From an optimization exercise on the open Yosys and OpenROAD flow, aimed at small area; shortcuts taken in it are not production practice.
Function was checked by simulation only, so behaviour that the tests miss may differ from the original.
No activity file was given, so power comes from the tool's default toggle rates.

==> flow/design.v <==
module lnav_deframer (
    input  wire         clk,
    input  wire         rst,             
    input  wire [7:0]   in_data,
    input  wire         in_valid,
    output wire         in_ready,
    output wire [719:0] out_record,
    output wire         out_valid,
    input  wire         out_ready,
    input  wire [3:0]   status_index,
    output wire         status_bit
);
    localparam [7:0] ESC   = 8'h10;
    localparam [7:0] START = 8'h02;
    localparam [7:0] END   = 8'h03;
    localparam [6:0] FRAME_LEN = 7'd93;   
    localparam [6:0] SHIFT_LEN = 7'd92;   
    localparam [1:0] S_IDLE       = 2'd0;
    localparam [1:0] S_ESC_SEEN   = 2'd1;
    localparam [1:0] S_IN_FRAME   = 2'd2;
    localparam [1:0] S_IN_FRAME_E = 2'd3;
    reg [1:0]   state;
    reg [6:0]   buf_len;
    reg [7:0]   buf_xor;                  
    reg         id_ok;                    
    reg         out_pending;
    reg [719:0] rec;                      
    wire step = in_valid && !out_pending;
    wire is_esc   = (in_data == ESC);
    wire is_start = (in_data == START);
    wire is_end   = (in_data == END);
    reg       do_append;
    reg       do_dispatch;
    reg [1:0] next_state;
    wire      do_clear = state[0] && is_start;    
    always @(*) begin
        do_append   = 1'b0;
        do_dispatch = 1'b0;
        next_state  = state;
        case (state)
            S_IDLE: begin
                if (is_esc) next_state = S_ESC_SEEN;
            end
            S_ESC_SEEN: begin
                next_state = is_start ? S_IN_FRAME : S_IDLE;
            end
            S_IN_FRAME: begin
                if (is_esc) next_state = S_IN_FRAME_E;
                else        do_append  = 1'b1;
            end
            default: begin  
                if (is_esc) begin
                    do_append   = 1'b1;
                    next_state  = S_IN_FRAME;
                end else if (is_start) begin
                    next_state  = S_IN_FRAME;
                end else begin
                    do_dispatch = is_end;
                    next_state  = S_IDLE;
                end
            end
        endcase
    end
    wire frame_ok = (buf_xor == 8'h00) && (buf_len == FRAME_LEN) && id_ok;
    always @(posedge clk) begin
        if (rst)
            state <= S_IDLE;
        else if (step)
            state <= next_state;
    end
    always @(posedge clk) begin
        if (step) begin
            if (do_clear) begin
                buf_len <= 7'd0;
                buf_xor <= 8'h00;
            end else if (do_append) begin
                if (!(buf_len[6] && buf_len[5])) buf_len <= buf_len + 7'd1;
                buf_xor <= buf_xor ^ in_data;
            end
        end
    end
    always @(posedge clk) begin
        if (step && do_append) begin
            if (buf_len == 7'd0)
                id_ok <= (in_data[1:0] == 2'b00);
            else if (buf_len == 7'd1)
                id_ok <= id_ok && (in_data == 8'hE0);
        end
    end
    always @(posedge clk) begin
        if (step && do_append && buf_len < SHIFT_LEN)
            rec <= {in_data, rec[719:8]};
    end
    always @(posedge clk) begin
        if (rst) begin
            out_pending <= 1'b0;
        end else if (step && do_dispatch && frame_ok) begin
            out_pending <= 1'b1;
        end else if (out_pending && out_ready) begin
            out_pending <= 1'b0;
        end
    end
    assign in_ready   = !out_pending;
    assign out_valid  = out_pending;
    assign out_record = rec;
    assign status_bit = rec[704 + status_index];
endmodule
export LEC_CHECK = 0
export ABC_AREA = 1
export CAP_MARGIN = 20
export CORE_AREA = 2 2 108 398
export CTS_BUF_LIST = sky130_fd_sc_hd__clkbuf_4
export CTS_CLUSTER_SIZE = 30
export DIE_AREA = 0 0 110 400
export SLEW_MARGIN = 20
create_clock -name core_clock -period 8.0 [get_ports {clk}]
standard.sh (not shown) runs the stock make flow with config.mk's settings and CLKGATE_MAP_FILE= SYNTH_SCRIPT=/design/flow/synth_recipe.tcl, a recipe that flattens the netlist after the stock synthesis.
==> flow/flow/run.sh <==
#!/bin/bash
# Standard layout with two changes: the port buffers are the smallest buffer
# (buf_1) instead of the resizer's default pick, and clock tree synthesis adds
# no dummy loads. Each tool's output goes to its own log under orfs/logs; the
# make output goes to flow_make.log.
set -euo pipefail
bash standard.sh \
  "BUFFER_PORTS_ARGS=-buffer_cell sky130_fd_sc_hd__buf_1" \
  "CTS_ARGS=-sink_clustering_enable -repair_clock_nets -sink_clustering_size 20 -sink_clustering_max_diameter 45 -buf_list sky130_fd_sc_hd__clkbuf_8 -dont_use_dummy_load" \
  finish > flow_make.log 2>&1
The starting point completed without violations.
Then changed:
--- a/flow/flow/run.sh
+++ b/flow/flow/run.sh
@@ -8,3 +8,3 @@
   "BUFFER_PORTS_ARGS=-buffer_cell sky130_fd_sc_hd__buf_1" \
-  "CTS_ARGS=-sink_clustering_enable -repair_clock_nets -sink_clustering_size 20 -sink_clustering_max_diameter 45 -buf_list sky130_fd_sc_hd__clkbuf_8 -dont_use_dummy_load" \
+  "CTS_ARGS=-sink_clustering_enable -repair_clock_nets -sink_clustering_size 16 -sink_clustering_max_diameter 40 -buf_list sky130_fd_sc_hd__clkbuf_8 -dont_use_dummy_load" \
   finish > flow_make.log 2>&1
Settings changed: ABC_AREA 1 to unset, CORE_AREA 2 2 108 398 to 2 2 82 420, CTS_BUF_LIST sky130_fd_sc_hd__clkbuf_4 to unset, CTS_CLUSTER_SIZE 30 to unset, DIE_AREA 0 0 110 400 to 0 0 84 422.
After rerunning: Cell area shrinks by 0.34%; register-to-register slack is worse by 0.06 ns; power rises by 2.4%; sequential power is about the same; count of clock-buffer cells in the layout is higher by 10.

## re-timing with driven ports
The results above use ideal ports. As a check the final layouts listed here were re-extracted and re-timed, cells and wires unchanged. Step 1: set_driving_cell puts a clkbuf_16 on clk and a buf_2 on each other input, an assumption about the parent block. Step 2 adds t to the input delays and takes it off the output delays; t is the mean of the earliest and latest rising clock arrival at the registers after step 1. Input paths then give back, and output paths get back, about the clock's delay inside the block. Three values: ideal ports, drivers, drivers and shift; two values: the first two.
run	t (ns)	setup slack, ns	worst setup path after step 2	clock arrival spread, ns
the first run	0.669	3.643 / 3.552 / 3.312	input to register	0.044 / 0.044
the second run	0.667	3.452 / 3.413 / 3.150	input to register	0.080 / 0.080
After both steps setup and hold are still met in every run listed. For the first run, which loses most, drivers alone change the setup slack by -0.091 ns; drivers and shift together by -0.331 ns.
